From an optimization exercise on the open Yosys and OpenROAD flow, aimed at small area, a short achievable clock period and few clock cycles; shortcuts taken in it are not production practice.
Function was checked by simulation only, so behaviour that the tests miss may differ from the original.
Power and IR drop assume default switching activity.

## design.v

```verilog
module rune512_codec #(
    parameter P = 64,    
    parameter S = 59     
) (
    input  wire        clk,
    input  wire        rst,
    input  wire        cmd_valid,
    output wire        cmd_ready,
    input  wire [2:0]  cmd_op,
    input  wire        cmd_pfx,
    input  wire        cmd_emptyok,
    input  wire        in_valid,
    output wire        in_ready,
    input  wire [11:0] in_data,
    output wire        out_valid,
    input  wire        out_ready,
    output wire [9:0]  out_data,
    output wire        done,
    output reg  [3:0]  err,
    output reg         shortsub,
    output wire [15:0] result,
    output wire [7:0]  consumed,
    output wire [7:0]  outlen
);
    localparam [2:0] ST_IDLE = 3'd0,
                     ST_BIN  = 3'd1,    
                     ST_TIN  = 3'd2,    
                     ST_OUT  = 3'd3,    
                     ST_FIN  = 3'd4;    
    reg [2:0]  state;
    reg        cmd_ready_r;
    reg        done_r;
    reg        op_enc, op_dec, pfx, emptyok;
    reg        in_ready_r;
    reg [5:0]  lag;           
    reg        iv;
    reg [11:9] id;            
    reg        id_end;        
    reg [8:0]  ida;           
    reg [575:0] ring;
    reg [15:0] crc;           
    reg [15:0] spec;          
    reg [6:0]  cnt;           
    reg [6:0]  rem;           
    reg [2:0]  m3;            
    reg [3:0]  lo;            
    reg [7:0]  acc;           
    reg        over, p0;
    reg        tok_seen, pfx_bad, stopped, cap;
    reg [16:0] hdr;
    reg        ov, last_r;
    reg [9:0]  od;
    reg [6:0]  oln;
    reg [1:0]  ost;           
    reg [8:0]  rd;            
    reg [5:0]  tap;           
    assign cmd_ready = cmd_ready_r;
    assign in_ready  = in_ready_r;
    assign out_valid = ov;
    assign out_data  = od;
    assign done      = done_r;
    assign result    = crc;
    assign consumed  = {1'b0, cnt};
    assign outlen    = {1'b0, oln};
    wire cmd_fire = cmd_valid & cmd_ready_r;
    wire in_move  = in_valid & in_ready_r;
    wire in_end   = op_dec ? in_data[11] : in_data[8];
    wire legal    = (cmd_op == 3'd0) | (cmd_op == 3'd1) | (cmd_op == 3'd2);
    wire in_phase = (state == ST_BIN) | (state == ST_TIN);
    wire in_out   = (state == ST_OUT);
    wire [8:0]  cin  = ida;
    wire [15:0] ch [0:9];
    assign ch[0] = crc;
    genvar g;
    generate
        for (g = 0; g < 9; g = g + 1) begin : g_chain
            wire fb = ch[g][15] ^ cin[8-g];
            assign ch[g+1] = {ch[g][14:0], 1'b0} ^ (fb ? 16'h1021 : 16'h0000);
        end
    endgenerate
    wire        parity_d = hdr[16];
    reg  [15:0] spec_n;
    always @(*) begin
        case (m3)
        3'd0: spec_n = parity_d ? ch[1] : ch[9];
        3'd1: spec_n = ch[8];
        3'd2: spec_n = ch[7];
        3'd3: spec_n = ch[6];
        3'd4: spec_n = ch[5];
        3'd5: spec_n = ch[4];
        3'd6: spec_n = ch[3];
        default: spec_n = ch[2];
        endcase
    end
    wire [7:0]  ibyte = id_end ? 8'd0 : ida[8:1];
    wire [15:0] comb  = {acc, ibyte};
    reg  [8:0]  sym;
    always @(*) begin
        case (lo)
        4'd1: sym = comb[8:0];
        4'd2: sym = comb[9:1];
        4'd3: sym = comb[10:2];
        4'd4: sym = comb[11:3];
        4'd5: sym = comb[12:4];
        4'd6: sym = comb[13:5];
        4'd7: sym = comb[14:6];
        default: sym = comb[15:7];
        endcase
    end
    wire t_end   = id[11];
    wire t_sent  = id[10];
    wire t_valid = id[9];
    wire run_tok = iv & op_dec & ~t_end & ~(~tok_seen & pfx) &
                   ~(pfx_bad | stopped | cap) & t_valid & (cnt != S);
    wire       wr    = op_dec ? run_tok : iv;
    wire [8:0] wdata = op_dec ? ida : sym;
    wire [7:0] tap_l = 8'd1 << tap[2:0];
    wire [7:0] tap_h = 8'd1 << tap[5:3];
    reg  [8:0] rtap, rgrp;
    integer gi, gj;
    always @(*) begin
        rtap = 9'd0;
        for (gj = 0; gj < 8; gj = gj + 1) begin
            rgrp = 9'd0;
            for (gi = 0; gi < 8; gi = gi + 1)
                rgrp = rgrp | (ring[(gj*8+gi)*9 +: 9] & {9{tap_l[gi]}});
            rtap = rtap | (rgrp & {9{tap_h[gj]}});
        end
    end
    wire eval       = iv & (op_dec ? t_end : id_end);
    wire enc_go     = op_enc & ~over;
    wire dec_crc_ok = (spec == hdr[15:0]);
    wire dec_ok     = tok_seen & ~pfx_bad & ~cap & (cnt > 7'd1) & dec_crc_ok;
    wire dec_adj    = (m3 == 3'd1) & parity_d;
    wire dec_m0     = (rem == 7'd0);
    wire [6:0] dec_m_m1 = rem - 7'd1 - {6'd0, dec_adj};
    wire go         = eval & (op_dec ? (dec_ok & ~dec_m0) : enc_go);
    wire rem_nz = (rem != 7'd0);
    wire ld     = (in_out ? rem_nz : go) & (~ov | out_ready);
    wire [16:0] c17 = {acc, rd};
    reg  [7:0]  dbyte;
    always @(*) begin
        case (lo)
        4'd0: dbyte = c17[8:1];
        4'd1: dbyte = c17[9:2];
        4'd2: dbyte = c17[10:3];
        4'd3: dbyte = c17[11:4];
        4'd4: dbyte = c17[12:5];
        4'd5: dbyte = c17[13:6];
        4'd6: dbyte = c17[14:7];
        4'd7: dbyte = c17[15:8];
        default: dbyte = c17[16:9];
        endcase
    end
    wire parity_e = (lo == 4'd1);
    reg  [9:0] enext;
    always @(*) begin
        case (ost)
        2'd0: enext = 10'h200;
        2'd1: enext = {1'b0, parity_e, crc[15:8]};
        2'd2: enext = {1'b0, crc[7:0], p0};
        default: enext = {1'b0, rd};
        endcase
    end
    wire [9:0] onext   = op_dec ? {2'b00, dbyte} : enext;
    wire       consume = ld & (op_dec ? (lo != 4'd8) : (ost == 2'd3));
    always @(posedge clk) begin
        id   <= in_data[11:9];
        id_end <= in_data[8];
        ida  <= op_dec ? in_data[8:0] : {in_data[7:0], 1'b0};
        ring <= {ring[566:0], (wr ? wdata : ring[575:567])};
        begin
            iv <= in_move;
            if (cmd_fire) begin
                in_ready_r <= legal;
                lag        <= 6'd0;
            end else if (in_move) begin
                in_ready_r <= ~in_end;
                lag        <= 6'd0;
            end else begin
                in_ready_r <= ~in_ready_r & in_phase & (lag == 6'd63);
                lag        <= lag + 6'd1;
            end
            if (ld) begin
                ov <= 1'b1;
                od <= onext;
            end else if (out_ready) begin
                ov <= 1'b0;
            end
            case (state)
            ST_IDLE: begin
                if (cmd_fire) begin
                    cmd_ready_r <= 1'b0;
                    op_enc   <= (cmd_op == 3'd0);
                    op_dec   <= (cmd_op == 3'd1);
                    pfx      <= cmd_pfx;
                    emptyok  <= cmd_emptyok;
                    err      <= legal ? 4'd0 : 4'd6;
                    shortsub <= 1'b0;
                    crc      <= 16'd0;
                    spec     <= 16'd0;
                    cnt      <= 7'd0;
                    over     <= 1'b0;
                    lo       <= 4'd0;
                    p0       <= 1'b0;
                    tok_seen <= 1'b0;
                    pfx_bad  <= 1'b0;
                    stopped  <= 1'b0;
                    cap      <= 1'b0;
                    rem      <= {6'd0, cmd_pfx} + 7'd1;
                    oln      <= 7'd0;
                    ost      <= cmd_pfx ? 2'd0 : 2'd1;
                    m3       <= (cmd_op == 3'd1) ? 3'd0 : 3'd2;
                    tap      <= (cmd_op == 3'd1) ? (6'd59 - {5'd0, cmd_pfx}) : 6'd60;
                    if (cmd_op == 3'd1)      state <= ST_TIN;
                    else if (legal)          state <= ST_BIN;
                    else begin
                        state  <= ST_FIN;
                        done_r <= 1'b1;
                    end
                end
            end
            ST_BIN: begin
                tap <= tap + 6'd1;
                if (iv) begin
                    if (id_end) begin
                        cnt <= 7'd0;
                        if (cnt == 7'd1) rd <= sym;
                        if (over) begin
                            err    <= 4'd8;
                            state  <= ST_FIN;
                            done_r <= 1'b1;
                        end else if (!op_enc) begin
                            state  <= ST_FIN;
                            done_r <= 1'b1;
                        end else begin
                            state  <= ST_OUT;
                            rem    <= rem + {6'd0, lo != 4'd0};
                            last_r <= 1'b0;
                        end
                    end else if (cnt == P) begin
                        over <= 1'b1;
                        crc  <= 16'd0;
                    end else begin
                        cnt <= cnt + 7'd1;
                        crc <= ch[8];
                        acc <= ida[8:1];
                        if (cnt == 7'd0) begin
                            lo <= 4'd7;
                            p0 <= ida[8];
                        end else begin
                            if (cnt == 7'd1) rd <= sym;
                            if (lo == 4'd0) lo <= 4'd8;
                            else begin
                                lo  <= lo - 4'd1;
                                rem <= rem + 7'd1;
                            end
                        end
                    end
                end
            end
            ST_TIN: begin
                tap <= tap + 6'd1;
                if (iv) begin
                    if (t_end) begin
                        if (!tok_seen) begin
                            err   <= (~pfx & emptyok) ? 4'd0 : 4'd1;
                        end else if (pfx_bad) begin
                            err   <= 4'd2;
                        end else if (cap) begin
                            err   <= 4'd8;
                        end else if (cnt == 7'd0) begin
                            err      <= 4'd3;
                            shortsub <= 1'b1;
                        end else if (cnt == 7'd1) begin
                            err   <= 4'd3;
                        end else if (!dec_crc_ok) begin
                            err   <= 4'd5;
                        end
                        if (dec_ok) begin
                            crc <= hdr[15:0];
                            cnt <= cnt + {6'd0, pfx};
                        end else begin
                            crc <= 16'd0;
                            cnt <= 7'd0;
                        end
                        if (go) begin
                            state  <= ST_OUT;
                            rem    <= dec_m_m1;
                            last_r <= (dec_m_m1 == 7'd0);
                        end else begin
                            state  <= ST_FIN;
                            done_r <= 1'b1;
                        end
                    end else begin
                        tok_seen <= 1'b1;
                        if (!tok_seen && pfx) begin
                            pfx_bad <= ~t_sent;
                        end else if (pfx_bad || stopped || cap) begin
                        end else if (!t_valid) begin
                            stopped <= 1'b1;
                        end else if (cnt == S) begin
                            cap <= 1'b1;
                        end else begin
                            cnt <= cnt + 7'd1;
                            m3  <= m3 + 3'd1;
                            if (cnt == 7'd0) hdr[16:8] <= ida;
                            if (cnt == 7'd1) begin
                                hdr[7:0] <= ida[8:1];
                                acc      <= ida[7:0];
                                lo       <= 4'd1;
                                rem      <= 7'd0;
                                crc      <= ida[0] ? 16'h1021 : 16'h0000;
                                spec     <= 16'd0;
                            end
                            if (cnt[6:1] != 6'd0) begin
                                crc  <= ch[9];
                                spec <= spec_n;
                                rem  <= rem + ((m3 == 3'd0) ? 7'd2 : 7'd1);
                            end
                            if (cnt == 7'd2) rd <= ida;
                        end
                    end
                end
            end
            ST_OUT: begin
                if (ov && out_ready && last_r) begin
                    state  <= ST_FIN;
                    done_r <= 1'b1;
                end
            end
            ST_FIN: begin
                done_r      <= 1'b0;
                cmd_ready_r <= 1'b1;
                state       <= ST_IDLE;
            end
            default: state <= ST_IDLE;
            endcase
            if (in_out || go) begin
                if (in_out) tap <= tap + 6'd1;
                if (ld) begin
                    oln <= oln + 7'd1;
                    if (in_out) begin
                        rem    <= rem - 7'd1;
                        last_r <= (rem == 7'd1);
                    end
                    if (!op_dec && ost != 2'd3) ost <= ost + 2'd1;
                    if (op_dec) begin
                        if (lo == 4'd8) lo <= 4'd0;
                        else begin
                            acc <= rd[7:0];
                            lo  <= lo + 4'd1;
                        end
                    end
                end
                if (consume) begin
                    rd <= rtap;
                    if (!op_dec && m3 == 3'd7) begin
                        m3  <= 3'd0;
                        tap <= tap - 6'd1;     
                    end else begin
                        m3  <= m3 + 3'd1;
                        tap <= tap;            
                    end
                end
            end
        end
        if (rst) begin
            state       <= ST_IDLE;
            cmd_ready_r <= 1'b1;
            done_r      <= 1'b0;
            in_ready_r  <= 1'b0;
            iv          <= 1'b0;
            ov          <= 1'b0;
        end
    end
endmodule
```

## run.sh

```bash
#!/bin/bash
# synth_recipe.tcl (not shown) runs the flow's synth.tcl, then flattens the netlist and writes it again
# the make line also repeats each setting of config.mk as NAME=value (left out here)
make -C /OpenROAD-flow-scripts/flow DESIGN_CONFIG=/design/flow/config.mk WORK_HOME=/design/flow/orfs CLKGATE_MAP_FILE= SYNTH_SCRIPT=/design/flow/synth_recipe.tcl finish
```

## config.mk

```make
export PLATFORM = sky130hd
export DESIGN_NAME = rune512_codec
export DESIGN_NICKNAME = rune512_codec
export VERILOG_FILES = /design/flow/design.v
export SDC_FILE = /design/flow/constraint.sdc
export NUM_CORES = 4
export LEC_CHECK = 0
export CAP_MARGIN = 20
export CORE_MARGIN = 2
export CORE_UTILIZATION = 40
export PLACE_DENSITY = 0.6
export SETUP_SLACK_MARGIN = 5
export SLEW_MARGIN = 20
```

## constraint.sdc

```tcl
create_clock -name core_clock -period 8.0 [get_ports {clk}]
set_input_delay 1.6000 -clock core_clock [delete_from_list [all_inputs] [get_ports {clk}]]
set_output_delay 1.6000 -clock core_clock [all_outputs]
set_load 0.01 [all_outputs]
```

==> impl_metrics.yaml, run 1 <==
critical_path:
  critPathKind: "flip-flop to flip-flop"
  critical_path.max_fanout: 16
  required_ns: 8.48
  critPathLaunchType: "flip-flop"
  end_kind: "flip-flop"
  cp_data_arrival_time_ns: 3.51
job:
  drv_cap: 0
cts:
  cts_tree: "built"
  cts_hold_buf: 0
  clockBufferDepth: 3
  tritoncts.num_buffers: 73
  insertion_delay_ns: 0.63
  clkTransAtPathRegs_ns: 0.06
  cts_sinks: 731
  cts-root-buf: "clkbuf_16"
  cts_max_level: 3
detailed_routing:
  firstDrtPassIters: 8
  ant_nets: 0
  wl_per_cell_microns: 23.84
  first_iter_violations: 2566
  wirelength_microns: 84500
  drcViolationCount: 0
  vias: 21523
  via_per_inst: 6.071
yosys:
  syn_inst: 2537
  async_flop_share_pct: 0
  ys_seq_elements: 731
  synth.distinct_cells: 102
  syn_avg_cell_area_sq_um: 10.79
  yosys_warnings: 1
  synth_ff_type: "dfxtp_1"
  ys_seq_area_share_pct: 56.62
  synth_area_sq_mm: 0.02738
  synth_edf_count: 87
global_route:
  grt_use_total_pct: 23.12
  grt_first_pass_wirelength_microns: 127900
  grt_pass1_vias: 21381
  grt_antenna_before_repair: 1
  grt_max_degree: 57
  grt_overflow_total: 0
timing:
  finalClockSkew_ns: 0.02765
  max_slew_margin_pct: 26.72
  slew_violations: 0
  fin_crit_ns: 3.025
  tightest_slew_ns: 1.094
  timing.fmax_mhz: 330.6
  finalSetupTns_ns: 0
  finalCritPeriodShare_pct: 37.81
  finalSetupViolations: 0
  hold_viol_final: 0
  rsz0062_at_grt: "yes"
power:
  power.density_mw_per_mm2: 329.4
  p_leak_nw: 12.28
  irDropWorstVdd_uv: 161.0
finish:
  area_growth_pct: 18.66
  drive_gt1_share_pct: 17.85
  layout.nets: 2676
  diodes: 0
  post-route-util_pct: 48.13
die:
  die_w_microns: 265.6
  initial_core_util_pct: 40.56
  die_h_microns: 265.6
  die_area_sq_mm: 0.07057
  rows: 95
  core_area_sq_mm: 0.06751
  io_pins: 73
min_path:
  min_path_type: "flip-flop to flip-flop"
placement:
  routabilityCongestion: 0.9455
  numPortBuffers: 70
  dp.final_hpwl_microns: 51240
run_status:
  outcome: "timing/DRC/antenna clean"
[registers in the layout, summed over array words and instances, names as in the netlist, 2 cells and up]
signal	count
acc	8
rem	7
crc	16
hdr	17
err	4
lo	4
m3	3
tap	6
rd	9
ring	576
cnt	7
ida	9
ost	2
oln	7
od	10
spec	16
lag	6
state	3
id	3
[kinds of logic (layout without fill, tap and decap cells)]
| kind of cell | count (synthesis) | after routing | synth area share, % |
|---|---|---|---|
| buffers and inverters | 239 | 371 | 3.610 |
| other | 1 | 2 | 0.01369 |
| and+or+nand+nor | 579 | 580 | 10.09 |
| AOI/OAI and AO/OA | 731 | 732 | 19.22 |
| xor gates and xnor gates | 77 | 77 | 2.915 |
| muxes | 139 | 139 | 5.684 |
| DFF | 731 | 731 | 56.62 |
| adders and majority gates | 40 | 40 | 1.846 |
[through the flow]
| stage | area (sq um) | hold WS [ns] | instances | power (mW) | worst slack [ns] |
|---|---|---|---|---|---|
| 2_1_floorplan | 27440 | 0.3257 | 2538 | 5.902 | 4.870 |
| 3_3_place_gp | 28780 | 0.3268 | 3326 | 6.858 | 3.422 |
| 3_5_place_dp | 28780 | 0.3320 | 3326 | 6.866 | 3.362 |
| 4_1_cts | 32100 | 0.3359 | 3522 | 10.59 | 4.980 |
| 5_1_grt | 32490 | 0.3456 | 3545 | 11.09 | 4.935 |
| 6_report | 32490 | 0.3387 | 3545 | 10.70 | 4.975 |
[cells in the final DEF, fill, tap and decap left out, drive strengths merged, types with 10 or more instances in the layout]
master         count
dfxtp            644
ha                38
mux2i             25
a31oi             35
a22o              39
a221oi            31
nor3              30
edfxtp            87
a22oi            123
a222oi            80
o21ai            126
xor2              33
nand3             67
mux2             112
o211ai            18
nand4             25
nor2b             14
a21oi            114
clkbuf           110
nor2             152
and2              15
a21o              15
nor4              12
inv               41
and3              13
o221ai            11
a211oi            35
o22ai             20
clkinv            18
clkdlybuf4s15     13
a221o             10
dlygate4sd2       34
nand2            203
xnor2             40
buf              126
nor3b             10
clkdlybuf4s50     19
[power breakdown]
group | total, mW | switching, mW | internal [mW]
sequential | 4.21 | 0.277 | 3.94
combinational | 2.97 | 1.91 | 1.05
clock | 3.53 | 1.48 | 2.05
[worst max-delay path, stage by stage, from the launching register on]
cell      delay [ns]
dfxtp_1         0.37
inv_1           0.12
ha_1            0.23
nor3b_2         0.90
a221oi_1        0.17
o21ai_0         0.43
mux2i_1         0.26
o21ai_0         0.42
[synthesized netlist by cell type, types with 9 or more instances]
cell	count	area (sq um)
nor4_1	9	56.30
a31oi_1	35	219.0
buf_2	34	170.2
inv_1	38	142.6
buf_1	28	105.1
o31ai_1	9	67.56
nor2b_1	13	81.33
a22o_1	39	341.6
xnor2_1	35	306.5
a21oi_1	114	570.6
a211oi_1	33	247.7
o2111ai_1	9	78.83
o211ai_1	18	135.1
o22ai_1	20	125.1
nor3_1	29	145.1
a21o_1	15	112.6
nand2_1	202	758.2
nand4_1	25	156.4
a221o_1	10	100.1
a32oi_1	9	78.83
dfxtp_1	644	12890
clkbuf_1	127	476.7
ha_1	38	475.5
a222oi_1	80	800.8
and3_1	13	81.33
edfxtp_1	87	2613
nand3_1	67	335.3
and2_1	14	87.58
a221oi_1	31	271.5
mux2i_1	25	250.2
mux2_2	112	1261
o221ai_1	11	96.34
nor2_1	150	563.0
xor2_1	33	289.0
o21ai_0	120	600.6
a22oi_1	123	923.4
[final timing paths]
check | slack [ns] | start | cells past startpoint | end
worst max-delay path | 4.98 | lo[1]$_DFF_P_ | 7 | ring[4]$_DFF_P_
worst min-delay path | 0.34 | ring[121]$_DFF_P_ | 0 | ring[130]$_DFF_P_
worst max register to register | 4.98 | lo[1]$_DFF_P_ | 7 | ring[4]$_DFF_P_
worst min register to register | 0.34 | ring[121]$_DFF_P_ | 0 | ring[130]$_DFF_P_
[what timing repair did]
item                       in CTS  in global routing
setup buffers                  61                 21
cloned                          3                  2
setup endpoints to repair     194                 89
resized for setup             153                 55
pin swaps                      11                 13
[per-layer routing]
metal	global-route usage, %	wire length (microns)	vias to the layer above
li1	-	-	9649
met2	35.16	37530	1045
met1	32.53	37350	10638
met4	9.262	2721	0
met5	0	0	-
met3	4.110	6891	191
[layout make-up]
cell class                      instances  area (sq um)
Clock buffer                          107          2187
Clock inverter                         25         320.3
Fill cell                            6080         35020
Inverter                               42         177.7
Multi-Input combinational cell       1570         11360
Sequential cell                       731         15530
Tap cell                              873          1092
Timing Repair Buffer                  197          1836
Testbench counts, summed over its fixed seeds: cycles 11,683.
==> run 2: changes to the inputs <==
--- a/config.mk
+++ b/config.mk
@@ -9,4 +9,6 @@
 export CORE_MARGIN = 2
 export CORE_UTILIZATION = 40
+export CTS_CLUSTER_DIAMETER = 60
+export CTS_CLUSTER_SIZE = 20
 export PLACE_DENSITY = 0.6
 export SETUP_SLACK_MARGIN = 5
==> impl_metrics.yaml, run 2 <==
cts:
  clkTransAtPathRegs_ns: 0.08
  cts_max_level: 2
  cts_sinks: 731
  cts-root-buf: "clkbuf_16"
  insertion_delay_ns: 0.64
  tritoncts.num_buffers: 51
  clockBufferDepth: 3
  cts_tree: "built"
yosys:
  yosysTopAreaCellShare_pct: 47.08
  yosysMostFrequentCell: "dfxtp_1"
  synth_top_area_cell: "dfxtp_1"
  synth_edf_count: 87
  syn_inst: 2537
  ys_seq_area_share_pct: 56.62
  async_flop_share_pct: 0
  synthXorXnorAreaFrac_pct: 2.915
  synth_fa_ha_area_share_pct: 1.846
  netlist_top_cells_count: "dfxtp_1, nand2_1, nor2_1, clkbuf_1, a22oi_1"
  synth_simple_gate_area_share_pct: 10.09
  synth.distinct_cells: 102
  synth_ff_type: "dfxtp_1"
  ys_seq_elements: 731
  synth_compound_area_share_pct: 19.22
  yosys_warnings: 1
  muxShareOfSynthArea_pct: 5.684
  synth_area_sq_mm: 0.02738
  syn_avg_cell_area_sq_um: 10.79
  synthTopCellsByArea: "dfxtp_1, edfxtp_1, mux2_2"
  synth_top_family_by_area: "compound AO/OA/AOI/OAI gates"
finish:
  layout.nets: 2647
  layout_common_cells: "dfxtp_1, nand2_1, nor2_1"
  reg_top3: "ring x576, hdr x17"
  area_growth_pct: 15.22
  final_common_cell: "dfxtp_1"
  drive_gt1_share_pct: 16.46
  final_area_sq_mm: 0.03155
  fin_cells: 3480
  diodes: 0
  regMostFlops: "ring"
  largest_reg_flops: 576
detailed_routing:
  drcViolationCount: 0
  wirelength_microns: 82830
  vias: 21139
  ant_nets: 0
  via_per_inst: 6.074
  first_iter_violations: 2444
  wl_per_cell_microns: 23.80
  firstDrtPassIters: 6
global_route:
  grt_use_met1_pct: 32.29
  grt_overflow_total: 0
  grt.busiest_layer: "met2"
  grt_pass1_vias: 21017
  grt_antenna_before_repair: 1
  grt_max_degree: 57
  grt_first_pass_wirelength_microns: 126500
  grtUsageMet2_pct: 35.14
  met3_usage_pct: 4.379
  grt_use_total_pct: 22.80
die:
  io_pins: 73
  die_w_microns: 265.6
  die_h_microns: 265.6
  core_area_sq_mm: 0.06751
  rows: 95
  die_area_sq_mm: 0.07057
  initial_core_util_pct: 40.56
critical_path:
  max_stage_delay_ns: 0.38
  cp_data_arrival_time_ns: 3.51
  end_kind: "flip-flop"
  path_buf_inv: 2
  critPathLaunchType: "flip-flop"
  crit_chain: "inv_2 -> ha_4 -> buf_12 -> nor2b_4 -> and2_4 -> ha_4 -> ha_2 -> o31ai_1 -> maj3_1 -> nor2_2 -> a31oi_2 -> o41a_1 -> nor3_1 -> o31ai_1"
  critPathKind: "flip-flop to flip-flop"
  crit_slowest_cell: "maj3_1"
  required_ns: 8.49
  critical_path.max_fanout: 11
  path_depth: 14
  crit_family: "adder cells"
  r2r_cells: 14
timing:
  hold_viol_final: 0
  finalClockSkew_ns: 0.03335
  rsz0062_at_grt: "yes"
  fin_crit_ns: 3.014
  finalSetupViolations: 0
  slew_violations: 0
  max_slew_margin_pct: 26.46
  finalSetupTns_ns: 0
  tightest_slew_ns: 1.098
  timing.fmax_mhz: 331.8
  final.setup.worst_slack_ns: 4.986
  finalCritPeriodShare_pct: 37.67
power:
  power.density_mw_per_mm2: 310.6
  irDropWorstVdd_uv: 158.6
  p_leak_nw: 11.81
run_status:
  outcome: "timing/DRC/antenna clean"
placement:
  routabilityCongestion: 0.9455
  dp_slack_ns: 3.362
  numPortBuffers: 70
  place_area_sq_mm: 0.02878
  dp.cells: 3326
  dp.final_hpwl_microns: 51240
min_path:
  min_path_type: "flip-flop to flip-flop"
  worst_hold_path.num_cells: 0
job:
  drv_cap: 0
-- run 2: cell types whose count changed in the layout (fill, tap and decap cells not counted), moves of 6 or more --
cell,previous run,this run
clkbuf_8,19,0
clkbuf_1,13,0
dlygate4sd2_1,34,28
clkbuf_16,77,54
clkinv_2,10,2
buf_4,105,99
-- run 2: kinds of logic (layout without fill, tap and decap cells) --
logic type	count (synthesis)	in the layout
buffers and inverters	239	306
XOR/XNOR	77	77
flip-flops	731	731
adder cells (fa/ha/maj)	40	40
AND/OR/NAND/NOR	579	580
AO/OA/AOI/OAI	731	732
other	1	2
multiplexers	139	139
-- run 2: final cells by class --
cell class,count,area [sq um]
Tap cell,873,1092
Multi-Input combinational cell,1570,11370
Sequential cell,731,15520
Fill cell,6187,35960
Inverter,42,177.7
Timing Repair Buffer,190,1758
Clock buffer,53,1326
Clock inverter,21,305.3
-- run 2: per-layer routing --
| metal | vias up | share of wire, % |
|---|---|---|
| met5 | - | 0.016 |
| met3 | 173 | 7.9 |
| li1 | 9555 | - |
| met4 | 2 | 2.9 |
| met1 | 10440 | 45 |
| met2 | 969 | 44 |
-- run 2: final timing paths --
path / start / end / slack, ns
worst min register to register: ring[193]$_DFF_P_ / ring[202]$_DFF_P_ / 0.34
worst max register to register: m3[1]$_DFF_P_ / rem[6]$_DFF_P_ / 4.99
worst min-delay path: ring[193]$_DFF_P_ / ring[202]$_DFF_P_ / 0.34
worst max-delay path: m3[1]$_DFF_P_ / rem[6]$_DFF_P_ / 4.99
-- run 2: per-stage QoR --
stage / total power, mW / util [%] / hold WS, ns
2_1_floorplan: 5.902 / - / 0.3257
3_3_place_gp: 6.858 / 42.63 / 0.3268
3_5_place_dp: 6.866 / 42.63 / 0.3320
4_1_cts: 9.717 / 46.23 / 0.3363
5_1_grt: 10.18 / 46.73 / 0.3499
6_report: 9.799 / 46.73 / 0.3386
-- run 2: where the power goes --
part	total, mW	switching, mW	internal (mW)
sequential	4.20	0.274	3.93
combinational	2.95	1.90	1.05
clock	2.65	1.38	1.27
total	9.80	3.55	6.25
-- run 2: timing repair --
action | in CTS | in global routing
buffers inserted | 62 | 14
setup endpoints to repair | 195 | 90
resized for setup | 156 | 64
gates cloned | 3 | 1
pin swaps | 8 | 10
hold buffers | 0 | 0

## port drivers added, routing unchanged
Ports are ideal in the flow. The routed layouts listed here were re-timed in OpenROAD.
Step 1 assumes that a clkbuf_16 drives the clock port and a buf_2 every other input.
Step 2 adds t to the input delays and takes it off the output delays; t is the mean of the earliest and latest rising clock arrival at the registers after step 1. Input paths then give back, and output paths get back, about the clock's delay inside the block.
Three values: ideal, step 1, step 2; two values: the first two.
run	shift t [ns]	slack for setup (ns)	hold WS [ns]	worst setup path at the end
run 1	0.682	4.975 / 4.942 / 4.411	0.339 / 0.339 / 0.339	input to register
run 2	0.692	4.986 / 4.960 / 4.472	0.339 / 0.339 / 0.339	input to register
After both steps every run listed still meets setup and hold. For run 1, which loses most, drivers alone change the setup slack by -0.033 ns; drivers and shift together by -0.564 ns.
